From an optimization exercise on the open Yosys and OpenROAD flow, aimed at small area, a short achievable clock period and few clock cycles per item; shortcuts taken in it are not production practice.
At most, simulation tests tie the RTL to the original design; equivalence was not proved.
Only the layout flow was run in run 2; the RTL was not checked for function there.
Power figures rest on the tool's default switching activity, not on a simulated workload.

==> flow/run.sh <==
#!/bin/bash
# synth_recipe.tcl (not shown) runs the flow's synth.tcl, then flattens the netlist and writes it again
# the make line also repeats each setting of config.mk as NAME=value (left out here)
make -C /OpenROAD-flow-scripts/flow DESIGN_CONFIG=/design/flow/config.mk WORK_HOME=/design/flow/orfs CLKGATE_MAP_FILE= SYNTH_SCRIPT=/design/flow/synth_recipe.tcl finish
==> flow/config.mk <==
export PLATFORM = sky130hd
export DESIGN_NAME = bmt32
export DESIGN_NICKNAME = bmt32
export VERILOG_FILES = /design/flow/design.v
export SDC_FILE = /design/flow/constraint.sdc
export NUM_CORES = 4
export LEC_CHECK = 0
export CAP_MARGIN = 20
export CELL_PAD_IN_SITES_DETAIL_PLACEMENT = 1
export CELL_PAD_IN_SITES_GLOBAL_PLACEMENT = 2
export CORE_MARGIN = 2
export CORE_UTILIZATION = 35
export PLACE_DENSITY = 0.5
export SLEW_MARGIN = 20
==> flow/constraint.sdc <==
create_clock -name core_clock -period 5.0 [get_ports {clk}]
set_input_delay 1.0000 -clock core_clock [delete_from_list [all_inputs] [get_ports {clk}]]
set_output_delay 1.0000 -clock core_clock [all_outputs]
set_load 0.01 [all_outputs]
==> flow/design.v <==
module bmt32 (
    input  wire        clk,
    input  wire        rst,        
    input  wire        start,
    input  wire        wr_en,
    input  wire [4:0]  wr_addr,
    input  wire [31:0] wr_data,
    input  wire        rd_en,
    input  wire [4:0]  rd_addr,
    output reg  [31:0] rd_data,
    output wire        busy,
    output reg         done
);
    assign busy = 1'b0;
    always @(posedge clk) begin
        if (rst)
            done <= 1'b0;
        else if (start)
            done <= 1'b1;
    end
    wire        tr = start;
    wire [31:0] we;
    wire [31:0] hold;
    wire [31:0] rsel;
    reg  [1023:0] m;              
    genvar i, j;
    generate
        for (i = 0; i < 32; i = i + 1) begin : g_sel
            assign we[i]   = wr_en & (wr_addr == i);
            assign hold[i] = ~(tr | we[i]);
            assign rsel[i] = (rd_addr == i);
        end
        for (i = 0; i < 32; i = i + 1) begin : g_row
            for (j = 0; j < 32; j = j + 1) begin : g_bit
                always @(posedge clk)
                    m[32*i+j] <= (tr & m[32*j+i]) | (we[i] & wr_data[j]) | (hold[i] & m[32*i+j]);
            end
        end
    endgenerate
    reg [31:0] rmux;
    integer r;
    always @(*) begin
        rmux = 32'd0;
        for (r = 0; r < 32; r = r + 1)
            rmux = rmux | ({32{rsel[r]}} & m[32*r +: 32]);
    end
    always @(posedge clk)
        rd_data <= rmux;
endmodule
==> results of run 1 <==
==> per-stage QoR <==
step / cell area, sq um / power [mW] / setup WS [ns]
floorplan: 46140 / 13.67 / 2.344
global placement: 49570 / 15.53 / 0.2322
detailed placement: 49590 / 15.66 / 0.2202
CTS: 53850 / 25.27 / 1.029
global route: 53850 / 26.22 / 0.8449
finish: 53860 / 25.24 / 0.8072
==> Yosys cell counts (all sizes together), types with 24 or more instances <==
cell	number	area (sq um)
nor2	94	362.8
a221oi	73	639.4
a22oi	1165	8746
and3	190	1189
nor3	33	165.2
a22o	33	289.0
clkbuf	496	1862
or3	29	182.7
dfxtp	1057	21160
buf	63	376.6
a2111oi	54	531.8
nand2b	35	219.0
a21oi	64	320.3
o21ai	25	125.1
nand4	62	387.9
nor3b	24	180.2
nand2	1997	7498
mux2i	68	680.7
mux2	30	337.8
==> worst min-delay path, stage by stage, from the launching register on <==
cell     delay, ns
dfxtp_1       0.32
nand2_1       0.06
nand2_1       0.04
==> cell families after synthesis <==
group | share of synthesized area
other | 0.00008127
AOI/OAI and AO/OA | 0.2430
buffers and inverters | 0.04859
and+or+nand+nor | 0.2277
muxes | 0.02207
DFF | 0.4586
==> how the worst min path moves through the flow <==
stage                              start        endpoint  slack (ns)  cells past startpoint
after global placement    m[725]$_DFF_P_  m[725]$_DFF_P_        0.44                      2
after global routing      m[466]$_DFF_P_  m[466]$_DFF_P_        0.47                      2
after floorplan           m[640]$_DFF_P_  m[640]$_DFF_P_        0.43                      2
after detailed placement  m[689]$_DFF_P_  m[689]$_DFF_P_        0.45                      2
after CTS                 m[689]$_DFF_P_  m[689]$_DFF_P_        0.45                      2
final                     m[536]$_DFF_P_  m[536]$_DFF_P_        0.46                      2
==> layer usage <==
layer,vias to the layer above,wire length (microns),GRT usage
li1,20180,-,-
met1,24010,114200,0.5154
met2,2094,110700,0.5597
met3,456,19830,0.06226
met4,8,11350,0.1520
met5,-,52,0
==> flip-flops by register name, summed over array words and instances, names as in the netlist <==
signal and count:
m 1024, rd_data 32, done 1
==> cell type report <==
class                      count  area share
clock buffer                 215     0.07736
multi-input combinational   4088      0.4325
sequential                  1057      0.3929
clock inverter                17    0.001719
tap                         1755     0.04077
antenna                        4   0.0001858
inverter                       1  0.00006969
timing repair buffer         311     0.05450
==> power by group through the flow <==
stage | Sequential (mW) | Combinational [mW] | Clock (mW)
2_1_floorplan | 11.4 | 2.30 | 0
3_3_place_gp | 12.0 | 3.48 | 0
3_5_place_dp | 12.1 | 3.59 | 0
4_1_cts | 11.9 | 3.60 | 9.76
5_1_grt | 12.2 | 4.00 | 10.1
6_report | 12.0 | 3.65 | 9.63
==> summary.txt, run 1 <==
status=complete, no violations; post-detailed-routing wire length=about 260000 microns; synthesized area per cell=8.088 sq um; PortBufs=78; Root Buffer=clkbuf_16; Cells after Synth=about 5700; post-DR vias/cell=between 6 and 7; stages on the worst setup path=8; most used cell, CP=buf_4; Post-synth EDFFs=0; clk buf depth=3; Crit path largest cell delay=about 0.86 ns; Max Cap Viol=0; Crit path required time=5.65 ns; Finished Core Util=0.4107; Starting DRT DRC Count=5486; FF-to-FF setup slack=between 2 and 2.5 ns; setup bufs post-CTS=0; fmax=0.2385 GHz; GPL Wtd Cong=slightly below 0.9; count of final setup violators=0; critical path capture point type=register; clk_skew=~0.026 ns; Layout area overhead=16.72%; crit path launch=rd_addr[4]; Sw Pwr=7.873 mW; nets@finish=around 5600; Period minus WS final=about 4.2 ns; Seq pwr share=0.474; synthesized cell area=~46000 sq um; hold crit path type=register to register; worst-margin pin slew=~1.2 ns; die width=367.1 microns; initial core utilization=0.3519; via count=between 40000 and 50000; largest vdd supply drop=roughly 0.29 mV; Async S/R FF share, synth=0; Crit Path Class=input pin to register; Hold Slack=approximately 0.46 ns; cell-internal power=~17 mW; register area=between 20000 and 25000 sq um; Total Routing Usage GR=0.3685; Reg2Reg Depth=5; wire per inst=between 30 and 40 microns; Routed Antenna Nets=0; Die ar.=134800 sq um; post-synthesis register bit count=between 1000 and 1500; Setup TNS=0 ns; power share of the clock group=0.382; Startpoint Class=input pin; leading cell type in the layout, fill and taps excluded=nand2_1; hpwl dp=around 160000 microns; total gr overflow=0; count of cell types in the netlist=50; io pins=81; worst setup path endpoint=rd_data[18]$_DFF_P_; Tcrit/Tclk final=0.8386; Initial DRT Pass Iterations=6; CTS tree=done; post-cts sizing count=0; core area=about 130000 sq um; worst-skew pair later-pin latency=just under 0.8 ns; combinational share of power=0.144; Synthesis Warnings=1; worst r2r src=m[466]$_DFF_P_; Reg-to-Reg End=rd_data[18]$_DFF_P_; Fin. Hold Viols=0; most frequent cells in the layout=1996 x nand2_1, 1165 x a22oi_1, 1057 x dfxtp_1; Static Leak=23.85 nW; worst path bufs/invs=3; RSZ-0062 raised after global routing=no; clock-pin slew on the worst setup and hold paths=about 0.050 ns; Cell Pwr Density=around 470 nW/um^2; Die Ht=367.1 microns; slowest CP cell=a2111oi_0; FILL cells=15380; top_reg_cell synth=dfxtp_1; largest net degree at the start of global routing=120; Placed Cells=approximately 7200; initial antenna violation count=20; Slew headroom=0.1828; Hold-fix buffers, CTS=0; vias in the first global route=~45000; Max H-tree Level=4; CP Cell Sequence=clkdlybuf4s50_1, and3_2, buf_4, and3_1, a2111oi_0, buf_4, nand4_1, or3_1; CTS Buf Count=about 130; share of layout cells above drive strength 1=0.1046; Clock Sinks=1057; CP delay by family, top=simple AND/OR/NAND/NOR gates; post-synthesis sequential area ratio=0.4586; multi-input logic area=roughly 23000 sq um; drc violations=0; global-route wire length before repair=around 360000 microns; CP arrival=between 4 and 5 ns; FP Rows=around 130; Switching Share=0.3119; Slew Limit Fails=0; critical-path maximum fanout=19; Layout Cells excl Fill=between 7000 and 8000
Testbench counts, summed over its fixed seeds: cycles 8,712, items 256.
==> run 2, diff against run 1 <==
==> flow/design.v (replaced) <==
module bmt32 (
    input  wire        clk,
    input  wire        rst,        
    input  wire        start,
    input  wire        wr_en,
    input  wire [4:0]  wr_addr,
    input  wire [31:0] wr_data,
    input  wire        rd_en,
    input  wire [4:0]  rd_addr,
    output reg  [31:0] rd_data,
    output wire        busy,
    output reg         done
);
    assign busy = 1'b0;
    always @(posedge clk) begin
        if (rst)
            done <= 1'b0;
        else if (start)
            done <= 1'b1;
    end
    reg ph;
    always @(posedge clk)
        ph <= ~ph;
    wire          tr = start;
    wire [31:0]   we;
    wire [31:0]   hold;
    wire [31:0]   keep;           
    wire [31:0]   rsel;
    wire [31:0]   wdx = wr_data ^ {32{ph}};
    reg  [1023:0] s;              
    genvar i, j;
    generate
        for (i = 0; i < 32; i = i + 1) begin : g_sel
            assign we[i]   = wr_en & (wr_addr == i);
            assign hold[i] = ~(tr | we[i]);
            assign keep[i] = ~we[i];
            assign rsel[i] = (rd_addr == i);
        end
        for (i = 0; i < 32; i = i + 1) begin : g_row
            for (j = 0; j < 32; j = j + 1) begin : g_bit
                wire d;
                if (i == j) begin : g_diag
                    bmt32_aoi2 u_sel (.a0(we[i]), .b0(wdx[j]),
                                      .a1(keep[i]), .b1(s[32*i+j]), .y(d));
                end else begin : g_off
                    bmt32_aoi3 u_sel (.a0(tr), .b0(s[32*j+i]),
                                      .a1(we[i]), .b1(wdx[j]),
                                      .a2(hold[i]), .b2(s[32*i+j]), .y(d));
                end
                always @(posedge clk)
                    s[32*i+j] <= d;
            end
        end
    endgenerate
    wire [31:0] rmux;
    generate
        for (j = 0; j < 32; j = j + 1) begin : g_rcol
            wire [32:0] col;
            wire [32:0] sel = {1'b0, rsel};
            wire [10:0] grp_n;     
            for (i = 0; i < 32; i = i + 1) begin : g_rb
                assign col[i] = s[32*i+j];
            end
            assign col[32] = 1'b0;
            for (i = 0; i < 11; i = i + 1) begin : g_grp
                bmt32_aoi3 u_aoi (.a0(sel[3*i]),   .b0(col[3*i]),
                                  .a1(sel[3*i+1]), .b1(col[3*i+1]),
                                  .a2(sel[3*i+2]), .b2(col[3*i+2]),
                                  .y(grp_n[i]));
            end
            assign rmux[j] = ~&grp_n ^ ph;
        end
    endgenerate
    always @(posedge clk)
        rd_data <= rmux;
endmodule
module bmt32_aoi3 (
    input  wire a0, b0, a1, b1, a2, b2,
    output wire y
);
    assign y = ~((a0 & b0) | (a1 & b1) | (a2 & b2));
endmodule
module bmt32_aoi2 (
    input  wire a0, b0, a1, b1,
    output wire y
);
    assign y = ~((a0 & b0) | (a1 & b1));
endmodule
--- a/flow/config.mk
+++ b/flow/config.mk
@@ -10,5 +10,10 @@
 export CELL_PAD_IN_SITES_GLOBAL_PLACEMENT = 2
 export CORE_MARGIN = 2
 export CORE_UTILIZATION = 35
+export CTS_BUF_LIST = sky130_fd_sc_hd__clkbuf_8 sky130_fd_sc_hd__clkbuf_16
+export CTS_CLUSTER_DIAMETER = 100
+export CTS_CLUSTER_SIZE = 30
 export PLACE_DENSITY = 0.5
+export SETUP_SLACK_MARGIN = 2.8
 export SLEW_MARGIN = 20
+export SYNTH_HIERARCHICAL = 1
==> run 2 against run 1 <==
Cell count fell by 35%. Highest routed layer unchanged. Sequential share of layout area rose by 5.0 points. Worst setup slack improved by 1.4 ns. Sequential power fell by 7%. Largest cell class is now flip-flops and latches. Cell area fell by 11%. Register-to-register slack improved by 0.55 ns. Still clean on timing, DRC and antenna. Area after synthesis fell by 20%. Hold slack got worse by 0.0094 ns. Fmax rose by 49%. Combinational power fell by 15%.
==> summary.txt, run 2 <==
PortBufs=78 (unchanged); Synth area leaders=dfxtp_1 57%, a222oi_1 36%, nand4_1 1.1%, a22oi_2 1.1%, nor2_1 0.96% (was dfxtp_1 46%, a22oi_1 19%, nand2_1 16%, clkbuf_1 4.0%, and3_1 2.6%); CTS Buf Count=45 (was 134); nets@finish=3456 (was 5640); Switching Share=0.3066 (was 0.3119); FILL cells=10660 (was 15380); Routed Antenna Nets=0 (unchanged); FF-to-FF setup slack=2.86 ns (was 2.31 ns); Layout area overhead=28.98% (was 16.72%); hpwl dp=117700 microns (was 161700 microns); critical path capture point type=register (unchanged); Reg-to-Reg End=s[375]$_DFF_P_ (was rd_data[18]$_DFF_P_); largest vdd supply drop=0.2598 mV (was 0.2863 mV); initial antenna violation count=6 (was 20); Reg2Reg Depth=5 (unchanged); post-synth top area share=0.5708 (was 0.4586); Die ar.=108600 sq um (was 134800 sq um); die width=329.6 microns (was 367.1 microns); post-DR vias/cell=8.037 (was 6.277); post-detailed-routing wire length=207500 microns (was 256100 microns); post-synthesis sequential area ratio=0.5708 (was 0.4586); clk_skew=0.03408 ns (was 0.02633 ns); most frequent cells in the layout=1344 x a222oi_1, 1041 x dfxtp_1, 254 x buf_4 (was 1996 x nand2_1, 1165 x a22oi_1, 1057 x dfxtp_1); synthesized cell area=37100 sq um (was 46140 sq um); GPL Wtd Cong=0.8406 (was 0.8724); worst setup margin=2.191 ns (was 0.8072 ns); Max Cap Viol=0 (unchanged); FP Rows=119 (was 133); drc violations=0 (unchanged); io pins=81 (unchanged); fmax=0.3560 GHz (was 0.2385 GHz); Fin. Hold Viols=0 (unchanged); clk buf depth=3 (unchanged); wire per inst=43.02 microns (was 34.39 microns); count of final setup violators=0 (unchanged); combinational share of power=0.164 (was 0.144); hold_sp=s[957]$_DFF_P_ (was m[536]$_DFF_P_); Static Leak=16.42 nW (was 23.85 nW); synthesized area per cell=13.25 sq um (was 8.088 sq um); CTS tree=done (unchanged); Post-Place Cell Area=42650 sq um (was 49590 sq um); share of layout cells above drive strength 1=0.2274 (was 0.1046); initial core utilization=0.3525 (was 0.3519); Post-synth EDFFs=0 (unchanged); Clock Sinks=1058 (was 1057); cell-internal power=13.20 mW (was 17.36 mW); Cell Pwr Density=397.8 nW/um^2 (was 468.5 nW/um^2); most frequent cell after synthesis=a222oi_1 (was nand2_1); hold path cells=1 (was 2); worst hold endpoint=s[957]$_DFF_P_ (was m[536]$_DFF_P_); Period minus WS final=2.809 ns (was 4.193 ns); post-synthesis register bit count=1058 (was 1057); Crit path required time=5.60 ns (was 5.65 ns); top_reg_cell synth=dfxtp_1 (unchanged); Startpoint Class=input pin (unchanged); worst-margin pin slew=0.8933 ns (was 1.226 ns); largest net degree at the start of global routing=157 (was 120); Seq pwr share=0.586 (was 0.474); critical-path maximum fanout=8 (was 19); core area=105300 sq um (was 131100 sq um); status=complete, no violations (unchanged); Die Ht=329.6 microns (was 367.1 microns); global-route wire length before repair=286100 microns (was 357200 microns); via count=38770 (was 46750); fin area=47860 sq um (was 53860 sq um); leading cell type in the layout, fill and taps excluded=a222oi_1 (was nand2_1); count of cell types in the netlist=24 (was 50); RSZ-0062 raised after global routing=yes (was no); Regs by FF count=s: 1024 flops, rd_data: 32 flops (was m: 1024 flops, rd_data: 32 flops, done: 1 flops); Slew Limit Fails=0 (unchanged); Synthesis Warnings=7 (was 1); Hold-fix buffers, CTS=0 (unchanged); top post-synthesis cells by count=1344 x a222oi_1, 1058 x dfxtp_1, 95 x nor2_1 (was 1996 x nand2_1, 1165 x a22oi_1, 1057 x dfxtp_1); Initial DRT Pass Iterations=14 (was 6); Tcrit/Tclk final=0.5619 (was 0.8386); Synth area leader=dfxtp_1 (unchanged); Total Routing Usage GR=0.3632 (was 0.3685); CP arrival=3.41 ns (was 4.84 ns); Top reg by flops=s (was m); Starting DRT DRC Count=10590 (was 5486); Crit Path Class=input pin to register (unchanged); hold crit path type=register to register (unchanged); Slew headroom=0.4045 (was 0.1828); total gr overflow=0 (unchanged); worst r2r src=ph$_DFF_P_ (was m[466]$_DFF_P_); power share of the clock group=0.251 (was 0.382); Cells after Synth=2801 (was 5705); dpl ws=0.5310 ns (was 0.2202 ns); Hold Slack=0.4474 ns (was 0.4569 ns); worst-skew pair later-pin latency=0.70 ns (was 0.78 ns); Setup TNS=0 ns (unchanged); Root Buffer=clkbuf_16 (unchanged); Max H-tree Level=2 (was 4); max reg flops=1024 (unchanged); clock-pin slew on the worst setup and hold paths=0.11 ns (was 0.05 ns); vias in the first global route=37210 (was 45180); Sw Pwr=5.836 mW (was 7.873 mW); Async S/R FF share, synth=0 (unchanged)
[run 2: cell types whose count changed in the layout (fill, tap and decap cells not counted), moves of 73 or more]
cell,delta
clkbuf_16,-94
a222oi_1,+1344
nand2_1,-1996
a221oi_1,-73
and3_1,-189
a22oi_1,-1165
[run 2: worst max path at each step]
stage | startpoint | endpoint | slack [ns] | cells past startpoint
floorplan | wr_addr[4] | s[10]$_DFF_P_ | 2.30 | 4
global placement | rd_addr[1] | rd_data[31]$_DFF_P_ | 0.54 | 7
detailed placement | rd_addr[1] | rd_data[31]$_DFF_P_ | 0.53 | 7
CTS | rd_addr[2] | rd_data[2]$_DFF_P_ | 2.41 | 9
global route | rd_addr[4] | rd_data[12]$_DFF_P_ | 2.24 | 9
finish | rd_addr[4] | rd_data[27]$_DFF_P_ | 2.19 | 10
[run 2: kinds of logic (layout without fill, tap and decap cells)]
group           after synthesis  count (layout)  synth area share
flops                      1058            1058            0.5708
buf+inv                      51             588          0.005497
simple gates                251             277           0.03510
other cells                   1              68         0.0001011
xor+xnor                     64              66           0.01511
compound gates             1376            1376            0.3734
[run 2: power by group through the flow]
stage	Sequential (mW)	Combinational (mW)	Clock (mW)
global placement	11.2	2.64	0
finish	11.1	3.12	4.77
detailed placement	11.3	2.76	0
global route	11.3	3.25	5.12
CTS	11.1	2.99	4.84
floorplan	10.9	1.66	0
[run 2: critical path, stage by stage]
cell      delay, ns
buf_12         0.10
nand3b_1       0.17
buf_6          0.14
nor2_4         0.04
buf_12         0.13
buf_4          0.17
a222oi_1       0.57
nand4_1        0.49
nor3_2         0.39
xnor2_1        0.18
[run 2: modules after synthesis (local to each module, per instance)]
module,flops+latches,area [sq um],cells,copies in the design
bmt32_aoi3,0,10.01,1,1344
bmt32,1058,23250,1425,1
bmt32_aoi2,0,12.51,1,32
[run 2: cell type report]
cell class | instances | area, sq um | share of cell area
Timing Repair Buffer | 487 | 5485 | 0.1146
Antenna cell | 3 | 7.507 | 0.0001569
Clock inverter | 22 | 216.5 | 0.004523
Clock buffer | 46 | 1140 | 0.02382
Inverter | 33 | 123.9 | 0.002588
Sequential cell | 1058 | 21210 | 0.4431
Multi-Input combinational cell | 1784 | 17940 | 0.3748
Tap cell | 1391 | 1740 | 0.03637
[run 2: timing repair]
item / in CTS / in global routing
pin swaps: 211 / 123
gates resized for setup: 347 / 54
endpoints found under the setup margin: 1089 / 519
setup buffers: 164 / 70
gates cloned: 37 / 2
[run 2: layer usage]
metal  GRT usage  part of all wire  vias to the layer above  wire length [microns]
met4      0.1834             0.057                        6                  11830
met5           0           0.00015                        -                     32
met1      0.4802              0.39                    20160                  80320
li1            -                 -                    15360                      -
met3     0.07046              0.11                      458                  22800
met2      0.5652              0.45                     2786                  92560
[run 2: stage by stage]
| step | total power [mW] | util | cells |
|---|---|---|---|
| finish | 19.04 | 0.4546 | 4824 |
| global route | 19.67 | 0.4545 | 4821 |
| CTS | 18.90 | 0.4451 | 4749 |
| detailed placement | 14.02 | 0.4051 | 4480 |
| global placement | 13.79 | 0.4044 | 4477 |
| floorplan | 12.55 | - | 2865 |
==> run 3, diff against run 2 <==
--- a/flow/design.v
+++ b/flow/design.v
@@ -55,19 +55,16 @@
     wire [31:0] rmux;
     generate
         for (j = 0; j < 32; j = j + 1) begin : g_rcol
-            wire [32:0] col;
-            wire [32:0] sel = {1'b0, rsel};
             wire [10:0] grp_n;     
-            for (i = 0; i < 32; i = i + 1) begin : g_rb
-                assign col[i] = s[32*i+j];
-            end
-            assign col[32] = 1'b0;
-            for (i = 0; i < 11; i = i + 1) begin : g_grp
-                bmt32_aoi3 u_aoi (.a0(sel[3*i]),   .b0(col[3*i]),
-                                  .a1(sel[3*i+1]), .b1(col[3*i+1]),
-                                  .a2(sel[3*i+2]), .b2(col[3*i+2]),
+            for (i = 0; i < 10; i = i + 1) begin : g_grp
+                bmt32_aoi3 u_aoi (.a0(rsel[3*i]),   .b0(s[32*(3*i)+j]),
+                                  .a1(rsel[3*i+1]), .b1(s[32*(3*i+1)+j]),
+                                  .a2(rsel[3*i+2]), .b2(s[32*(3*i+2)+j]),
                                   .y(grp_n[i]));
             end
+            bmt32_aoi2 u_aoi2 (.a0(rsel[30]), .b0(s[32*30+j]),
+                               .a1(rsel[31]), .b1(s[32*31+j]),
+                               .y(grp_n[10]));
             assign rmux[j] = ~&grp_n ^ ph;
         end
     endgenerate
--- a/flow/config.mk
+++ b/flow/config.mk
@@ -10,9 +10,9 @@
 export CELL_PAD_IN_SITES_GLOBAL_PLACEMENT = 2
 export CORE_MARGIN = 2
 export CORE_UTILIZATION = 35
-export CTS_BUF_LIST = sky130_fd_sc_hd__clkbuf_8 sky130_fd_sc_hd__clkbuf_16
+export CTS_BUF_LIST = sky130_fd_sc_hd__clkbuf_16
 export CTS_CLUSTER_DIAMETER = 100
-export CTS_CLUSTER_SIZE = 30
+export CTS_CLUSTER_SIZE = 24
 export PLACE_DENSITY = 0.5
 export SETUP_SLACK_MARGIN = 2.8
 export SLEW_MARGIN = 20
==> run 3 against run 2 <==
Clock skew hardly changed. Power barely moved. Global-route usage shrank 1.2 points. Combinational power decreased by 4%. Sequential share of layout area grew 1.5 points. Die area grew 0.21%. Sequential power hardly changed.
==> summary.txt, run 3 <==
post-synthesis sequential area ratio=0.5696 (was 0.5708); Async S/R FF share, synth=0 (unchanged); worst-margin pin slew=1.084 ns (was 0.8933 ns); Tcrit/Tclk final=0.5434 (was 0.5619); worst setup margin=2.283 ns (was 2.191 ns); Cells after Synth=2801 (unchanged); Crit Path Class=input pin to register (unchanged); fin area=46340 sq um (was 47860 sq um); drc violations=0 (unchanged); Crit path largest cell delay=0.78 ns (was 0.57 ns); critical path capture point type=register (unchanged); total power=19.04 mW (about the same); main combinational cell family by area after synthesis=compound AO/OA/AOI/OAI gates (unchanged); count of final setup violators=0 (unchanged); Static Leak=15.56 nW (was 16.42 nW); Hold-fix buffers, CTS=0 (unchanged); Post-Place Cell Area=42370 sq um (was 42650 sq um); FILL cells=10640 (was 10660); CTS tree=done (unchanged); max reg flops=1024 (unchanged); power share of the clock group=0.254 (was 0.251); count of cell types in the netlist=24 (unchanged); total gr overflow=0 (unchanged); Seq pwr share=0.588 (was 0.586); critical-path maximum fanout=8 (unchanged); vias in the first global route=36710 (was 37210); wire per inst=43.03 microns (was 43.02 microns); Synthesis Warnings=7 (unchanged); Cell Pwr Density=410.8 nW/um^2 (was 397.8 nW/um^2); post-DR vias/cell=8.076 (was 8.037); Max H-tree Level=2 (unchanged); io pins=81 (unchanged); largest vdd supply drop=0.3148 mV (was 0.2598 mV); Starting DRT DRC Count=10510 (was 10590); Max Cap Viol=0 (unchanged); Clock Sinks=1058 (unchanged); synthesized area per cell=13.28 sq um (was 13.25 sq um); Synth area leader=dfxtp_1 (unchanged); Die ar.=108900 sq um (was 108600 sq um); worst r2r src=ph$_DFF_P_ (unchanged); clock-pin slew on the worst setup and hold paths=0.10 ns (was 0.11 ns); via count=37550 (was 38770); Slew headroom=0.2772 (was 0.4045); Slew Limit Fails=0 (unchanged); Switching Share=0.2994 (was 0.3066); slowest CP cell=a222oi_1 (unchanged); Layout area overhead=24.62% (was 28.98%); post-synthesis register bit count=1058 (unchanged); register area=21220 sq um (was 21210 sq um); cell-internal power=13.34 mW (was 13.20 mW); GPL Wtd Cong=0.8347 (was 0.8406); post-synth top area share=0.5696 (was 0.5708); CP delay by family, top=simple AND/OR/NAND/NOR gates (unchanged); hpwl dp=115000 microns (was 117700 microns); post-synthesis mux area share=0 (unchanged); Crit path required time=5.59 ns (was 5.60 ns); Reg-to-Reg End=s[75]$_DFF_P_ (was s[375]$_DFF_P_); top_reg_cell synth=dfxtp_1 (unchanged); worst-skew pair later-pin latency=0.72 ns (was 0.70 ns); die width=329.9 microns (was 329.6 microns); Hold Slack=0.4445 ns (was 0.4474 ns); GR Layer Usage met1=0.4795 (was 0.4802); Setup TNS=0 ns (unchanged); FP Rows=119 (unchanged); Layout Cells excl Fill=4649 (was 4824); nets@finish=3295 (was 3456); Routed Antenna Nets=0 (unchanged); Top reg by flops=s (unchanged); fraction of the mapped netlist area in adder cells=0 (unchanged); most frequent cell after synthesis=a222oi_1 (unchanged); CP arrival=3.31 ns (was 3.41 ns); post-detailed-routing wire length=200000 microns (was 207500 microns); Finished Core Util=0.4402 (was 0.4546); Root Buffer=clkbuf_16 (unchanged); status=complete, no violations (unchanged); dpl ws=0.7280 ns (was 0.5310 ns); Initial DRT Pass Iterations=13 (was 14); Synth Area in XOR/XNOR=0.01507 (was 0.01511); CTS Buf Count=50 (was 45); largest net degree at the start of global routing=247 (was 157); Reg2Reg Depth=5 (unchanged); Synth Area in Compound Gates=0.3747 (was 0.3734); busiest grt layer=met2 (unchanged); share of layout cells above drive strength 1=0.2165 (was 0.2274); Fin. Hold Viols=0 (unchanged); Post-synth EDFFs=0 (unchanged); Startpoint Class=input pin (unchanged); most used cell, CP=buf_6 (was buf_12); Die Ht=329.9 microns (was 329.6 microns); Post-Synth Simple-Gate Area=0.03503 (was 0.03510); top post-synthesis cells by count=1312 x a222oi_1, 1058 x dfxtp_1, 95 x nor2_1 (was 1344 x a222oi_1, 1058 x dfxtp_1, 95 x nor2_1); combinational share of power=0.158 (was 0.164); clk_skew=0.03458 ns (was 0.03408 ns); global-route wire length before repair=277400 microns (was 286100 microns); worst path bufs/invs=4 (unchanged); Sw Pwr=5.700 mW (was 5.836 mW); worst hold endpoint=s[99]$_DFF_P_ (was s[957]$_DFF_P_); Total Routing Usage GR=0.3509 (was 0.3632); most frequent cells in the layout=1312 x a222oi_1, 1035 x dfxtp_1, 203 x buf_4 (was 1344 x a222oi_1, 1041 x dfxtp_1, 254 x buf_4); hold path cells=1 (unchanged); Period minus WS final=2.717 ns (was 2.809 ns); Synth area leaders=dfxtp_1 57%, a222oi_1 35%, a22oi_2 2.2%, nand4_1 1.1%, nor2_1 0.96% (was dfxtp_1 57%, a222oi_1 36%, nand4_1 1.1%, a22oi_2 1.1%, nor2_1 0.96%); FF-to-FF setup slack=2.83 ns (was 2.86 ns); multi-input logic area=17710 sq um (was 17940 sq um); hold crit path type=register to register (unchanged); Placed Cells=4408 (was 4480); Regs by FF count=s: 1024 flops, rd_data: 32 flops (unchanged); RSZ-0062 raised after global routing=yes (unchanged); leading cell type in the layout, fill and taps excluded=a222oi_1 (unchanged); fmax=0.3681 GHz (was 0.3560 GHz); clk buf depth=3 (unchanged); core area=105300 sq um (unchanged); initial antenna violation count=3 (was 6); met2 Track Usage GR=0.5467 (was 0.5652); synthesized cell area=37180 sq um (was 37100 sq um); hold_sp=s[99]$_DFF_P_ (was s[957]$_DFF_P_); met3 Usage GRT=0.05777 (was 0.07046); CP Cell Sequence=buf_12, or3b_4, buf_6, buf_6, nor2_4, buf_6, a222oi_1, nand4_1, nor3_2, xnor2_1 (was buf_12, nand3b_1, buf_6, nor2_4, buf_12, buf_4, a222oi_1, nand4_1, nor3_2, xnor2_1); PortBufs=78 (unchanged); initial core utilization=0.3532 (was 0.3525)
## run 3: how the worst max path moves through the flow
stage	depth (start not counted)	slack, ns	start	endpoint
6_report	10	2.28	rd_addr[2]	rd_data[21]$_DFF_P_
5_1_grt	10	2.32	rd_addr[2]	rd_data[21]$_DFF_P_
4_1_cts	9	2.42	rd_addr[2]	rd_data[11]$_DFF_P_
3_5_place_dp	8	0.73	rd_addr[1]	rd_data[25]$_DFF_P_
3_3_place_gp	8	0.71	rd_addr[1]	rd_data[25]$_DFF_P_
2_1_floorplan	4	2.30	wr_addr[4]	s[10]$_DFF_P_
## run 3: area by class of cell
type	instances	share of cell area
flip-flops and latches	1058	0.4579
multi-input cells	1714	0.3822
repair buffers	391	0.08945
well taps	1391	0.03756
clock buffers	53	0.02862
inverters	33	0.002673
clock inverters	7	0.001404
diodes	2	0.0001080
## run 3: worst reg2reg max path, delay by kind of cell (launching register included)
family	cells	cell delay (ns)
buffers and inverters	3	0.93
flip-flops	1	0.39
XOR/XNOR	1	0.54
AO/OA/AOI/OAI	1	0.15
## run 3: what timing repair did
| action | 4_1_cts | 5_1_grt |
|---|---|---|
| pin swaps | 187 | 111 |
| setup endpoints to repair | 1089 | 301 |
| setup buffers | 117 | 30 |
| gates cloned | 29 | 3 |
| resized for setup | 344 | 34 |
## run 3: cell families after synthesis
| kind of cell | Yosys count |
|---|---|
| other cells | 1 |
| flops | 1058 |
| compound gates | 1376 |
| xor+xnor | 64 |
| buf+inv | 51 |
| simple gates | 251 |
## run 3: modules after synthesis (local to each module, per instance)
module      cells inside  times used  area (sq um)
bmt32               1425           1         23250
bmt32_aoi2             1          64         12.51
bmt32_aoi3             1        1312         10.01
## run 3: power by group through the flow
stage               Clock [mW]  Sequential (mW)  Combinational [mW]
finish                    4.84             11.2                3.01
global route              5.18             11.3                3.16
CTS                       4.92             11.1                2.94
detailed placement           0             11.3                2.77
global placement             0             11.2                2.65
floorplan                    0             10.9                1.66
## run 3: per-layer routing
layer | up-vias | wire, microns
met2 | 2668 | 90120
met5 | - | 114
met3 | 327 | 21220
met1 | 19550 | 80200
li1 | 14990 | -
met4 | 2 | 8389
Testbench counts of run 3, summed over its fixed seeds: cycles 8,712, items 256.
==> run 4, diff against run 3 <==
--- a/flow/config.mk
+++ b/flow/config.mk
@@ -9,11 +9,11 @@
 export CELL_PAD_IN_SITES_DETAIL_PLACEMENT = 1
 export CELL_PAD_IN_SITES_GLOBAL_PLACEMENT = 2
 export CORE_MARGIN = 2
-export CORE_UTILIZATION = 35
+export CORE_UTILIZATION = 45
 export CTS_BUF_LIST = sky130_fd_sc_hd__clkbuf_16
 export CTS_CLUSTER_DIAMETER = 100
 export CTS_CLUSTER_SIZE = 24
-export PLACE_DENSITY = 0.5
+export PLACE_DENSITY = 0.6
 export SETUP_SLACK_MARGIN = 2.8
 export SLEW_MARGIN = 20
 export SYNTH_HIERARCHICAL = 1
==> run 4 against run 3 <==
Critical path depth fell by 2. Largest cell class unchanged. Die area fell by 22%. Fmax fell by 2.2%.
==> summary.txt, run 4 <==
Total Routing Usage GR=0.4416 (was 0.3509); Max H-tree Level=2 (unchanged); share of layout cells above drive strength 1=0.2386 (was 0.2165); largest vdd supply drop=0.2976 mV (was 0.3148 mV); post-synthesis sequential area ratio=0.5696 (unchanged); worst-skew pair later-pin latency=0.67 ns (was 0.72 ns); count of cell types in the netlist=24 (unchanged); Synthesis Warnings=7 (unchanged); largest net degree at the start of global routing=234 (was 247); FP Rows=105 (was 119); post-DR vias/cell=9.074 (was 8.076); hold path cells=1 (unchanged); Placed Cells=4074 (was 4408); Async S/R FF share, synth=0 (unchanged); Die Ht=291.5 microns (was 329.9 microns); worst-margin pin slew=0.9295 ns (was 1.084 ns); GPL Wtd Cong=0.8765 (was 0.8347); Top reg by flops=s (unchanged); leading cell type in the layout, fill and taps excluded=a222oi_1 (unchanged); Initial DRT Pass Iterations=15 (was 13); initial core utilization=0.4536 (was 0.3532); register area=21210 sq um (was 21220 sq um); clk buf depth=3 (unchanged); Period minus WS final=2.777 ns (was 2.717 ns); drc violations=0 (unchanged); Reg-to-Reg End=s[778]$_DFF_P_ (was s[75]$_DFF_P_); FF-to-FF setup slack=2.84 ns (was 2.83 ns); post-detailed-routing wire length=202900 microns (was 200000 microns); worst hold endpoint=s[330]$_DFF_P_ (was s[99]$_DFF_P_); critical path capture point type=register (unchanged); most frequent cell after synthesis=a222oi_1 (unchanged); synthesized area per cell=13.28 sq um (unchanged); Layout Cells excl Fill=4413 (was 4649); RSZ-0062 raised after global routing=yes (unchanged); Die ar.=84950 sq um (was 108900 sq um); hold_sp=s[330]$_DFF_P_ (was s[99]$_DFF_P_); via count=40040 (was 37550); slowest CP cell=a222oi_1 (unchanged); CP Cell Sequence=buf_12, or3b_4, nor2_4, buf_4, a222oi_1, nand4_1, nor3_2, xnor2_1 (was buf_12, or3b_4, buf_6, buf_6, nor2_4, buf_6, a222oi_1, nand4_1, nor3_2, xnor2_1); Fin. Hold Viols=0 (unchanged); Slew headroom=0.3797 (was 0.2772); worst path bufs/invs=2 (was 4); worst setup margin=2.223 ns (was 2.283 ns); io pins=81 (unchanged); clock-pin slew on the worst setup and hold paths=0.10 ns (about the same); clk_skew=0.04210 ns (was 0.03458 ns); nets@finish=3385 (was 3295); most frequent cells in the layout=1312 x a222oi_1, 1035 x dfxtp_1, 240 x buf_4 (was 1312 x a222oi_1, 1035 x dfxtp_1, 203 x buf_4); Reg2Reg Depth=6 (was 5); core area=81980 sq um (was 105300 sq um); Synth area leaders=dfxtp_1 57%, a222oi_1 35%, a22oi_2 2.2%, nand4_1 1.1%, nor2_1 0.96% (unchanged); FILL cells=7939 (was 10640); Clock Sinks=1058 (unchanged); synthesized cell area=37180 sq um (unchanged); Cells after Synth=2801 (unchanged); post-synth top area share=0.5696 (unchanged); Crit path required time=5.59 ns (about the same); Static Leak=16.12 nW (was 15.56 nW); post-synthesis register bit count=1058 (unchanged); Crit Path Class=input pin to register (unchanged); Synth area leader=dfxtp_1 (unchanged); multi-input logic area=17990 sq um (was 17710 sq um); total gr overflow=0 (unchanged); vias in the first global route=37500 (was 36710); Post-synth EDFFs=0 (unchanged); Root Buffer=clkbuf_16 (unchanged); wire per inst=45.97 microns (was 43.03 microns); Hold Slack=0.4461 ns (was 0.4445 ns); Tcrit/Tclk final=0.5555 (was 0.5434); hpwl dp=106200 microns (was 115000 microns); Slew Limit Fails=0 (unchanged); fmax=0.3601 GHz (was 0.3681 GHz); Cell Pwr Density=405.5 nW/um^2 (was 410.8 nW/um^2); hold crit path type=register to register (unchanged); worst r2r src=ph$_DFF_P_ (unchanged); CTS tree=done (unchanged); Hold-fix buffers, CTS=0 (unchanged); Crit path largest cell delay=0.63 ns (was 0.78 ns); Layout area overhead=26.77% (was 24.62%); global-route wire length before repair=277100 microns (was 277400 microns); Routed Antenna Nets=0 (unchanged); CP delay by family, top=simple AND/OR/NAND/NOR gates (unchanged); Regs by FF count=s: 1024 flops, rd_data: 32 flops (unchanged); die width=291.5 microns (was 329.9 microns); top post-synthesis cells by count=1312 x a222oi_1, 1058 x dfxtp_1, 95 x nor2_1 (unchanged); Starting DRT DRC Count=11960 (was 10510); Finished Core Util=0.5750 (was 0.4402); max reg flops=1024 (unchanged); count of final setup violators=0 (unchanged); CP arrival=3.37 ns (was 3.31 ns); dpl ws=0.6871 ns (was 0.7280 ns); initial antenna violation count=5 (was 3); critical-path maximum fanout=8 (unchanged); Setup TNS=0 ns (unchanged); Startpoint Class=input pin (unchanged); Max Cap Viol=0 (unchanged); top_reg_cell synth=dfxtp_1 (unchanged); status=complete, no violations (unchanged); CTS Buf Count=50 (unchanged); PortBufs=78 (unchanged)
[run 4: cell counts after synthesis]
No cell type changed its count.
[run 4: layout make-up]
type                       count  share of cell area
sequential                  1058              0.4500
multi-input combinational   1736              0.3817
timing repair buffer         459              0.1083
tap                         1070             0.02840
clock buffer                  53             0.02814
inverter                      33            0.002628
clock inverter                 2           0.0007167
antenna                        2           0.0001062
[run 4: what timing repair did]
item,in CTS,in global routing
gates resized for setup,339,72
gates cloned,47,9
setup buffers,157,68
setup endpoints to repair,1089,604
pin swaps,207,147
[run 4: per-module statistics from Yosys, one instance, submodules excluded]
| module | cells | area, sq um | flip-flops and latches | copies in the design |
|---|---|---|---|---|
| bmt32 | 1425 | 23250 | 1058 | 1 |
| bmt32_aoi3 | 1 | 10.01 | 0 | 1312 |
| bmt32_aoi2 | 1 | 12.51 | 0 | 64 |
[run 4: logic make-up after synthesis]
kind of cell | synth area share
AND/OR/NAND/NOR | 0.03503
buffers and inverters | 0.005485
XOR/XNOR | 0.01507
other | 0.0001008
AO/OA/AOI/OAI | 0.3747
flip-flops | 0.5696
[run 4: power by group]
group / internal, mW / switching [mW] / total, mW
clock network: 1.90 / 2.85 / 4.75
logic: 1.49 / 1.66 / 3.15
registers: 9.93 / 1.28 / 11.2
[run 4: how the worst max path moves through the flow]
stage | startpoint | to | cells after the start | slack [ns]
after floorplan | wr_addr[4] | s[10]$_DFF_P_ | 4 | 2.30
after global placement | rd_addr[1] | rd_data[18]$_DFF_P_ | 8 | 0.69
after detailed placement | rd_addr[1] | rd_data[14]$_DFF_P_ | 10 | 0.69
after CTS | rd_addr[2] | rd_data[2]$_DFF_P_ | 7 | 2.46
after global routing | rd_addr[3] | rd_data[10]$_DFF_P_ | 10 | 2.28
final | rd_addr[2] | rd_data[11]$_DFF_P_ | 8 | 2.22
[run 4: routing by layer]
layer / routed length, microns / part of all wire / global-route usage
met1: 71350 / 0.35 / 0.5777
met2: 84350 / 0.42 / 0.6493
met3: 32040 / 0.16 / 0.1245
met4: 15120 / 0.075 / 0.2615
met5: 24 / 0.00012 / 0
[run 4: metrics by stage]
stage / total power, mW / instance area [sq um]
final: 19.11 / 47140
after detailed placement: 14.00 / 41910
after global placement: 13.74 / 41830
after CTS: 18.77 / 46000
after global routing: 19.61 / 47130
after floorplan: 12.59 / 38040
==> run 5, diff against run 4 <==
--- a/flow/design.v
+++ b/flow/design.v
@@ -7,7 +7,7 @@
     input  wire [31:0] wr_data,
     input  wire        rd_en,
     input  wire [4:0]  rd_addr,
-    output reg  [31:0] rd_data,
+    output reg  [31:0] rd_data,    
     output wire        busy,
     output reg         done
 );
@@ -52,7 +52,8 @@
             end
         end
     endgenerate
-    wire [31:0] rmux;
+    reg [95:0] rpart;             
+    reg        pho, phon;
     generate
         for (j = 0; j < 32; j = j + 1) begin : g_rcol
             wire [10:0] grp_n;     
@@ -65,11 +66,24 @@
             bmt32_aoi2 u_aoi2 (.a0(rsel[30]), .b0(s[32*30+j]),
                                .a1(rsel[31]), .b1(s[32*31+j]),
                                .y(grp_n[10]));
-            assign rmux[j] = ~&grp_n ^ ph;
+            always @(posedge clk) begin
+                rpart[3*j]   <= ~&grp_n[3:0];
+                rpart[3*j+1] <= ~&grp_n[7:4];
+                rpart[3*j+2] <= ~&grp_n[10:8];
+            end
+            if (j < 16) begin : g_lo
+                always @(*)
+                    rd_data[j] = (|rpart[3*j +: 3]) ^ pho;
+            end else begin : g_hi
+                always @(*)
+                    rd_data[j] = ~((|rpart[3*j +: 3]) ^ phon);
+            end
         end
     endgenerate
-    always @(posedge clk)
-        rd_data <= rmux;
+    always @(posedge clk) begin
+        pho  <= ph;
+        phon <= ~ph;
+    end
 endmodule
 module bmt32_aoi3 (
     input  wire a0, b0, a1, b1, a2, b2,
--- a/flow/config.mk
+++ b/flow/config.mk
@@ -9,11 +9,11 @@
 export CELL_PAD_IN_SITES_DETAIL_PLACEMENT = 1
 export CELL_PAD_IN_SITES_GLOBAL_PLACEMENT = 2
 export CORE_MARGIN = 2
-export CORE_UTILIZATION = 45
+export CORE_UTILIZATION = 35
 export CTS_BUF_LIST = sky130_fd_sc_hd__clkbuf_16
 export CTS_CLUSTER_DIAMETER = 100
 export CTS_CLUSTER_SIZE = 24
-export PLACE_DENSITY = 0.6
+export PLACE_DENSITY = 0.5
 export SETUP_SLACK_MARGIN = 2.8
 export SLEW_MARGIN = 20
 export SYNTH_HIERARCHICAL = 1
==> run 5 against run 4 <==
Still clean. Via count decreased by 2.4%. Hold slack about the same. Worst setup slack gained 0.025 ns. Non-clock buffer count rose by 56. Area after synthesis increased by 4.1%. Cell count up 12%. Synthesized cell count is 3.4% higher. Clock-buffer cell count unchanged. Critical path type is now register to primary output. Highest routed layer unchanged.
==> summary.txt, run 5 <==
Placed Cells=4583 (was 4074); via count=39080 (was 40040); Async S/R FF share, synth=0 (unchanged); hold path cells=1 (unchanged); GPL Wtd Cong=0.8430 (was 0.8765); initial antenna violation count=3 (was 5); share of layout cells above drive strength 1=0.2564 (was 0.2386); Sw Pwr=5.971 mW (was 5.786 mW); critical path capture point type=primary output (was register); most frequent cell after synthesis=a222oi_1 (unchanged); nets@finish=3497 (was 3385); post-detailed-routing wire length=210800 microns (was 202900 microns); most frequent cells in the layout=1312 x a222oi_1, 1074 x dfxtp_1, 253 x buf_4 (was 1312 x a222oi_1, 1035 x dfxtp_1, 240 x buf_4); Routed Antenna Nets=0 (unchanged); clk_skew=0.01891 ns (was 0.04210 ns); CP arrival=1.75 ns (was 3.37 ns); multi-input logic area=18470 sq um (was 17990 sq um); Seq pwr share=0.592 (was 0.587); post-DR vias/cell=7.923 (was 9.074); CTS tree=done (unchanged); crit path launch=rpart[47]$_DFF_P_ (was rd_addr[2]); Max Cap Viol=0 (unchanged); post-synthesis sequential area ratio=0.5808 (was 0.5696); Static Leak=17.15 nW (was 16.12 nW); io pins=81 (unchanged); post-synthesis register bit count=1123 (was 1058); leading cell type in the layout, fill and taps excluded=a222oi_1 (unchanged); power share of the clock group=0.250 (was 0.249); FP Rows=121 (was 105); Initial DRT Pass Iterations=13 (was 15); Setup TNS=0 ns (unchanged); critical-path maximum fanout=1 (was 8); Layout area overhead=29.80% (was 26.77%); Synthesis Warnings=7 (unchanged); count of cell types in the netlist=32 (was 24); hold crit path type=register to register (unchanged); worst-skew pair later-pin latency=0.69 ns (was 0.67 ns); Root Buffer=clkbuf_16 (unchanged); Reg2Reg Depth=6 (unchanged); Post-synth EDFFs=0 (unchanged); initial core utilization=0.3541 (was 0.4536); RSZ-0062 raised after global routing=yes (unchanged); clk buf depth=3 (unchanged); fmax=0.3633 GHz (was 0.3601 GHz); Crit path required time=4.00 ns (was 5.59 ns); status=complete, no violations (unchanged); top post-synthesis cells by count=1312 x a222oi_1, 1123 x dfxtp_1, 67 x nor2_1 (was 1312 x a222oi_1, 1058 x dfxtp_1, 95 x nor2_1); met2 Track Usage GR=0.5644 (was 0.6493); synthesized cell area=38710 sq um (was 37180 sq um); FF-to-FF setup slack=2.80 ns (was 2.84 ns); synthesized area per cell=13.37 sq um (was 13.28 sq um); Slew headroom=0.2555 (was 0.3797); Clock Sinks=1123 (was 1058); worst r2r src=ph$_DFF_P_ (unchanged); Startpoint Class=register (was input pin); register area=22560 sq um (was 21210 sq um); max reg flops=1024 (unchanged); largest vdd supply drop=0.2561 mV (was 0.2976 mV); Synth area leader=dfxtp_1 (unchanged); Die Ht=336.6 microns (was 291.5 microns); drc violations=0 (unchanged); GR Layer Usage met1=0.4699 (was 0.5777); Fin. Hold Viols=0 (unchanged); top_reg_cell synth=dfxtp_1 (unchanged); Cell Pwr Density=397.8 nW/um^2 (was 405.5 nW/um^2); post-synth top area share=0.5808 (was 0.5696); FILL cells=10950 (was 7939); Starting DRT DRC Count=10150 (was 11960); wire per inst=42.75 microns (was 45.97 microns); fin area=50240 sq um (was 47140 sq um); core area=109300 sq um (was 81980 sq um); Tcrit/Tclk final=0.5505 (was 0.5555); PortBufs=78 (unchanged); busiest grt layer=met2 (unchanged); Period minus WS final=2.752 ns (was 2.777 ns); Max H-tree Level=2 (unchanged); Reg-to-Reg End=s[85]$_DFF_P_ (was s[778]$_DFF_P_); clock-pin slew on the worst setup and hold paths=0.10 ns (about the same); hpwl dp=124300 microns (was 106200 microns); Crit Path Class=register to primary output (was input pin to register); Die ar.=113300 sq um (was 84950 sq um); count of final setup violators=0 (unchanged); Slew Limit Fails=0 (unchanged); die width=336.6 microns (was 291.5 microns); vias in the first global route=37690 (was 37500); Regs by FF count=s: 1024 flops, rpart: 96 flops (was s: 1024 flops, rd_data: 32 flops); Total Routing Usage GR=0.3500 (was 0.4416); worst-margin pin slew=1.117 ns (was 0.9295 ns); Layout Cells excl Fill=4932 (was 4413); Switching Share=0.2988 (was 0.3027); Synth area leaders=dfxtp_1 58%, a222oi_1 34%, a22oi_2 2.1%, nand4_1 1.1%, xnor2_1 0.72% (was dfxtp_1 57%, a222oi_1 35%, a22oi_2 2.2%, nand4_1 1.1%, nor2_1 0.96%); Top reg by flops=s (unchanged); global-route wire length before repair=287200 microns (was 277100 microns); Cells after Synth=2895 (was 2801); total gr overflow=0 (unchanged); combinational share of power=0.158 (was 0.165); worst setup path endpoint=rd_data[15] (was rd_data[11]$_DFF_P_); cell-internal power=14.01 mW (was 13.33 mW); met3 Usage GRT=0.05452 (was 0.1245); Post-Place Cell Area=44500 sq um (was 41910 sq um); CTS Buf Count=53 (was 50); largest net degree at the start of global routing=167 (was 234)
## run 5: how the worst min path moves through the flow
stage	to	slack [ns]	start
global route	s[99]$_DFF_P_	0.46	s[99]$_DFF_P_
CTS	s[99]$_DFF_P_	0.45	s[99]$_DFF_P_
detailed placement	s[99]$_DFF_P_	0.43	s[99]$_DFF_P_
global placement	s[561]$_DFF_P_	0.43	s[561]$_DFF_P_
floorplan	pho$_DFF_P_	0.33	ph$_DFF_P_
finish	s[330]$_DFF_P_	0.45	s[330]$_DFF_P_
## run 5: repair_timing
item,CTS,global route
hold buffers,0,0
pin swaps,128,110
resized for setup,369,111
cloned,23,3
buffers inserted,169,93
hold endpoints to repair,0,0
setup endpoints to repair,1153,802
## run 5: layer usage
layer  wire, microns  vias up
met2           96330     2728
met4            8998        6
met1           83620    20410
met5              37        -
li1                -    15550
met3           21840      390
## run 5: layout make-up
| class | count | area share |
|---|---|---|
| sequential | 1123 | 0.4491 |
| clock inverter | 7 | 0.001420 |
| inverter | 1 | 0.0003985 |
| tap | 1476 | 0.03676 |
| timing repair buffer | 515 | 0.1183 |
| multi-input combinational | 1756 | 0.3676 |
| antenna | 1 | 0.00004981 |
| clock buffer | 53 | 0.02640 |
## run 5: critical path, cell delays in order (launching register included)
cell and delay, ns:
dfxtp_2 0.36, nor3_4 0.37, xnor2_1 0.17, buf_2 0.15
## run 5: kinds of logic after synthesis
logic type      after synthesis  share of synthesized area
flops                      1123                     0.5808
buf+inv                      37                   0.004525
xor+xnor                     64                    0.01448
compound gates             1408                     0.3641
other cells                   1                 0.00009688
simple gates                262                    0.03595
## run 5: modules after synthesis (local to each module, per instance)
module | area [sq um] | cells | flip-flops and latches | copies in the design
bmt32 | 24770 | 1519 | 1123 | 1
bmt32_aoi3 | 10.01 | 1 | 0 | 1312
bmt32_aoi2 | 12.51 | 1 | 0 | 64
## run 5: power by group through the flow
stage          logic, mW  registers, mW  clock network, mW
6_report            3.15           11.8               5.00
5_1_grt             3.30           12.0               5.36
4_1_cts             3.00           11.7               5.07
3_5_place_dp        2.80           11.9                  0
3_3_place_gp        2.67           11.8                  0
2_1_floorplan       1.73           11.4                  0
## run 5: stage by stage
stage	utilization	power, mW	hold slack (ns)	setup slack [ns]
6_report	0.4596	19.98	0.4463	2.248
5_1_grt	0.4596	20.63	0.4593	2.214
4_1_cts	0.4461	19.81	0.4485	2.233
3_3_place_gp	0.4059	14.46	0.4278	0.8958
2_1_floorplan	-	13.17	0.3258	2.531
3_5_place_dp	0.4071	14.69	0.4349	0.8595
Testbench counts of run 5, summed over its fixed seeds: cycles 8,712, items 256.
==> run 6, diff against run 5 <==
==> flow/design.v (replaced) <==
module bmt32 (
    input  wire        clk,
    input  wire        rst,        
    input  wire        start,
    input  wire        wr_en,
    input  wire [4:0]  wr_addr,
    input  wire [31:0] wr_data,
    input  wire        rd_en,
    input  wire [4:0]  rd_addr,
    output reg  [31:0] rd_data,
    output wire        busy,
    output reg         done
);
    assign busy = 1'b0;
    always @(posedge clk) begin
        if (rst)
            done <= 1'b0;
        else if (start)
            done <= 1'b1;
    end
    wire          tr = start;
    wire [31:0]   we;
    wire [31:0]   hold;
    wire [31:0]   rsel;
    reg  [1023:0] m;              
    genvar i, j;
    generate
        for (i = 0; i < 32; i = i + 1) begin : g_sel
            assign we[i]   = wr_en & (wr_addr == i);
            assign hold[i] = ~(tr | we[i]);
            assign rsel[i] = (rd_addr == i);
        end
        for (i = 0; i < 32; i = i + 1) begin : g_row
            for (j = 0; j < 32; j = j + 1) begin : g_bit
                if (i == j) begin : g_diag
                    always @(posedge clk)
                        if (we[i])
                            m[32*i+j] <= wr_data[j];
                end else begin : g_off
                    wire d;
                    bmt32_sel3 u_sel (.t(tr), .a(m[32*j+i]), .w(we[i]), .b(wr_data[j]),
                                      .h(hold[i]), .c(m[32*i+j]), .y(d));
                    always @(posedge clk)
                        m[32*i+j] <= d;
                end
            end
        end
    endgenerate
    wire [31:0] rmux;
    generate
        for (j = 0; j < 32; j = j + 1) begin : g_rcol
            wire [10:0] grp_n;     
            for (i = 0; i < 10; i = i + 1) begin : g_grp
                bmt32_aoi3 u_aoi (.a0(rsel[3*i]),   .b0(m[32*(3*i)+j]),
                                  .a1(rsel[3*i+1]), .b1(m[32*(3*i+1)+j]),
                                  .a2(rsel[3*i+2]), .b2(m[32*(3*i+2)+j]),
                                  .y(grp_n[i]));
            end
            bmt32_aoi2 u_aoi2 (.a0(rsel[30]), .b0(m[32*30+j]),
                               .a1(rsel[31]), .b1(m[32*31+j]),
                               .y(grp_n[10]));
            assign rmux[j] = ~&grp_n;
        end
    endgenerate
    always @(posedge clk)
        rd_data <= rmux;
endmodule
module bmt32_sel3 (
    input  wire t, a, w, b, h, c,
    output wire y
);
    assign y = (t & a) | (w & b) | (h & c);
endmodule
module bmt32_aoi3 (
    input  wire a0, b0, a1, b1, a2, b2,
    output wire y
);
    assign y = ~((a0 & b0) | (a1 & b1) | (a2 & b2));
endmodule
module bmt32_aoi2 (
    input  wire a0, b0, a1, b1,
    output wire y
);
    assign y = ~((a0 & b0) | (a1 & b1));
endmodule
==> run 6 against run 5 <==
Fmax is 7.2% lower. Critical path type is now input pin to register. Register-to-register slack worse by 0.17 ns. Still clean on timing, DRC and antenna. Via count is 5.3% higher.
==> summary.txt, run 6 <==
status=complete, no violations (unchanged); RSZ-0062 raised after global routing=yes (unchanged); io pins=81 (unchanged); synthesized area per cell=10.97 sq um (was 13.37 sq um); Hold-fix buffers, CTS=0 (unchanged); count of cell types in the netlist=30 (was 32); hold path cells=2 (was 1); post-DR vias/cell=7.201 (was 7.923); global-route wire length before repair=298600 microns (was 287200 microns); CTS tree=done (unchanged); top post-synthesis cells by count=1312 x a222oi_1, 1025 x dfxtp_1, 992 x inv_1 (was 1312 x a222oi_1, 1123 x dfxtp_1, 67 x nor2_1); post-synth top area share=0.5087 (was 0.5808); Cell Pwr Density=408.2 nW/um^2 (was 397.8 nW/um^2); Crit path required time=5.59 ns (was 4.00 ns); Total Routing Usage GR=0.3467 (was 0.3500); drc violations=0 (unchanged); PortBufs=78 (unchanged); clk buf depth=3 (unchanged); Fin. Hold Viols=0 (unchanged); Async S/R FF share, synth=0 (unchanged); post-synthesis sequential area ratio=0.5325 (was 0.5808); Die Ht=343.5 microns (was 336.6 microns); most frequent cells in the layout=1312 x a222oi_1, 1008 x inv_1, 993 x dfxtp_1 (was 1312 x a222oi_1, 1074 x dfxtp_1, 253 x buf_4); initial core utilization=0.3528 (was 0.3541); cell-internal power=13.95 mW (was 14.01 mW); post-synthesis register bit count=1057 (was 1123); most frequent cell after synthesis=a222oi_1 (unchanged); CP arrival=3.56 ns (was 1.75 ns); worst-margin pin slew=1.121 ns (was 1.117 ns); Seq pwr share=0.578 (was 0.592); Slew headroom=0.2512 (was 0.2555); hold crit path type=register to register (unchanged); wire per inst=37.55 microns (was 42.75 microns); via count=41150 (was 39080); Synth area leaders=dfxtp_1 51%, a222oi_1 33%, inv_1 9.2%, edfxtp_1 2.4%, nand4_1 1.0% (was dfxtp_1 58%, a222oi_1 34%, a22oi_2 2.1%, nand4_1 1.1%, xnor2_1 0.72%); critical path capture point type=register (was primary output); Root Buffer=clkbuf_16 (unchanged); fin area=49860 sq um (was 50240 sq um); GPL Wtd Cong=0.8190 (was 0.8430); Startpoint Class=input pin (was register); max reg flops=1024 (unchanged); Max Cap Viol=0 (unchanged); clock-pin slew on the worst setup and hold paths=0.10 ns (about the same); Post-Place Cell Area=45400 sq um (was 44500 sq um); Starting DRT DRC Count=9868 (was 10150); Routed Antenna Nets=0 (unchanged); Crit Path Class=input pin to register (was register to primary output); Setup TNS=0 ns (unchanged); Synthesis Warnings=7 (unchanged); power share of the clock group=0.242 (was 0.250); nets@finish=4223 (was 3497); Top reg by flops=m (was s); Max H-tree Level=2 (unchanged); hpwl dp=126100 microns (was 124300 microns); Layout area overhead=23.61% (was 29.80%); Reg2Reg Depth=4 (was 6); Switching Share=0.3144 (was 0.2988); register area=21540 sq um (was 22560 sq um); Synth area leader=dfxtp_1 (unchanged); worst-skew pair later-pin latency=0.71 ns (was 0.69 ns); Clock Sinks=1057 (was 1123); Slew Limit Fails=0 (unchanged); die width=343.5 microns (was 336.6 microns); largest vdd supply drop=0.2927 mV (was 0.2561 mV); FILL cells=12210 (was 10950); largest net degree at the start of global routing=138 (was 167); worst r2r src=m[387]$_DFF_P_ (was ph$_DFF_P_); fmax=0.3372 GHz (was 0.3633 GHz); combinational share of power=0.180 (was 0.158); Die ar.=118000 sq um (was 113300 sq um); count of final setup violators=0 (unchanged); Post-synth EDFFs=32 (was 0); Cells after Synth=3678 (was 2895); hold_sp=done$_SDFFE_PP0P_ (was s[330]$_DFF_P_); Reg-to-Reg End=rd_data[3]$_DFF_P_ (was s[85]$_DFF_P_); core area=114300 sq um (was 109300 sq um); FF-to-FF setup slack=2.63 ns (was 2.80 ns); Static Leak=24.15 nW (was 17.15 nW); synthesized cell area=40340 sq um (was 38710 sq um); Initial DRT Pass Iterations=14 (was 13); worst hold endpoint=done$_SDFFE_PP0P_ (was s[330]$_DFF_P_); initial antenna violation count=9 (was 3); post-detailed-routing wire length=214600 microns (was 210800 microns); share of layout cells above drive strength 1=0.1694 (was 0.2564); FP Rows=124 (was 121); vias in the first global route=40560 (was 37690); leading cell type in the layout, fill and taps excluded=a222oi_1 (unchanged); top_reg_cell synth=dfxtp_1 (unchanged); Finished Core Util=0.4360 (was 0.4596); clk_skew=0.01979 ns (was 0.01891 ns); Period minus WS final=2.966 ns (was 2.752 ns); total gr overflow=0 (unchanged); critical-path maximum fanout=3 (was 1); multi-input logic area=16410 sq um (was 18470 sq um); Regs by FF count=m: 1024 flops, rd_data: 32 flops, done: 1 flops (was s: 1024 flops, rpart: 96 flops); CTS Buf Count=50 (was 53); Tcrit/Tclk final=0.5932 (was 0.5505); Sw Pwr=6.398 mW (was 5.971 mW)
run 6: worst max path at each step:
stage | end | from | slack (ns) | cells after the start
floorplan | m[0]$_DFFE_PP_ | wr_addr[4] | 2.39 | 2
global placement | rd_data[3]$_DFF_P_ | rd_addr[1] | 0.45 | 8
detailed placement | rd_data[3]$_DFF_P_ | rd_addr[1] | 0.38 | 8
CTS | rd_data[3]$_DFF_P_ | rd_addr[3] | 2.33 | 9
global route | rd_data[7]$_DFF_P_ | rd_addr[4] | 2.08 | 9
finish | rd_data[3]$_DFF_P_ | rd_addr[4] | 2.03 | 9
run 6: what timing repair did:
action	4_1_cts	5_1_grt
gates resized for setup	368	48
endpoints found under the setup margin	1089	424
cloned	28	2
buffers inserted	147	57
pin swaps	179	114
run 6: per-stage QoR:
step	total power, mW	std cells	setup slack (ns)	hold slack, ns
floorplan	13.54	3678	2.394	0.4684
global placement	14.92	5402	0.4456	0.4568
detailed placement	15.29	5402	0.3825	0.4659
CTS	20.30	5651	2.333	0.4709
global route	21.20	5711	2.082	0.5102
finish	20.35	5714	2.034	0.4659
run 6: routing by layer:
| metal | up-vias | GRT usage | wire length (microns) | part of all wire |
|---|---|---|---|---|
| li1 | 16860 | - | - | - |
| met4 | 0 | 0.1672 | 10950 | 0.051 |
| met3 | 413 | 0.05150 | 21050 | 0.098 |
| met2 | 2508 | 0.5579 | 98570 | 0.46 |
| met5 | - | 0 | 0 | 0 |
| met1 | 21370 | 0.4558 | 84000 | 0.39 |
run 6: power by group through the flow:
stage	Combinational [mW]	Clock (mW)	Sequential [mW]
after global placement	3.20	0	11.7
after detailed placement	3.43	0	11.9
after floorplan	2.20	0	11.3
after CTS	3.58	5.02	11.7
final	3.67	4.92	11.8
after global routing	3.97	5.29	11.9
run 6: logic make-up after synthesis:
logic type / after synthesis / share of synthesized area
AOI/OAI and AO/OA: 1376 / 0.3397
and+or+nand+nor: 234 / 0.03328
other: 1 / 0.00009297
DFF: 1057 / 0.5325
buffers and inverters: 1010 / 0.09439
run 6: critical path, cell delays in order:
cell,delay [ns]
buf_12,0.09
nand3b_1,0.22
buf_6,0.16
nor2_4,0.07
buf_6,0.12
a222oi_1,0.70
nand4_1,0.57
buf_4,0.32
or3_1,0.29
run 6: cell type report:
class / instances / area share
multi-input combinational: 1634 / 0.3291
sequential: 1057 / 0.4320
timing repair buffer: 441 / 0.09714
tap: 1512 / 0.03794
inverter: 992 / 0.07468
clock buffer: 53 / 0.02660
antenna: 4 / 0.0002008
clock inverter: 21 / 0.002334
run 6: per-module statistics from Yosys, one instance, submodules excluded:
module | copies in the design | cells
bmt32 | 1 | 1342
bmt32_aoi2 | 32 | 1
bmt32_aoi3 | 320 | 1
bmt32_sel3 | 992 | 2
Testbench counts of run 6, summed over its fixed seeds: cycles 8,712, items 256.

[separate check: timing with driven ports]
In the flow no input, the clock included, has a driving cell. The finished layouts below were timed again as built, in two steps.
Step 1 assumes that a clkbuf_16 drives the clock port and a buf_2 every other input.
Step 2 moves the port delays by t, midway between the first and last clock arrival at a register: inputs arrive t later, outputs are due t later. That takes back most of the time a late clock gives input paths.
Three values: ideal ports, drivers, drivers and shift; two values: the first two.
run | shift t [ns] | setup WS [ns] | slew at the worst register clock pin (ns) | worst data-port slew with drivers (ns) | pins driven straight from the clock port
run 1 | 0.845 | 0.807 / 0.793 / -0.053 | 0.06 / 0.06 | 0.23 | 1
run 2 | 0.750 | 2.191 / 2.201 / 1.451 | 0.12 / 0.12 | 0.11 | 1
run 3 | 0.772 | 2.283 / 2.253 / 1.481 | 0.11 / 0.11 | 0.19 | 1
run 4 | 0.724 | 2.223 / 2.134 / 1.410 | 0.11 / 0.11 | 0.32 | 1
run 5 | 0.764 | 2.248 / 2.169 / 1.518 | 0.10 / 0.10 | 0.08 | 1
run 6 | 0.769 | 2.034 / 1.975 / 1.206 | 0.11 / 0.11 | 0.29 | 1
With both steps, setup timing fails in run 1, where it was met with ideal ports. The setup slack of run 1, which loses most, moves by -0.014 ns with the drivers and by -0.860 ns with both steps.
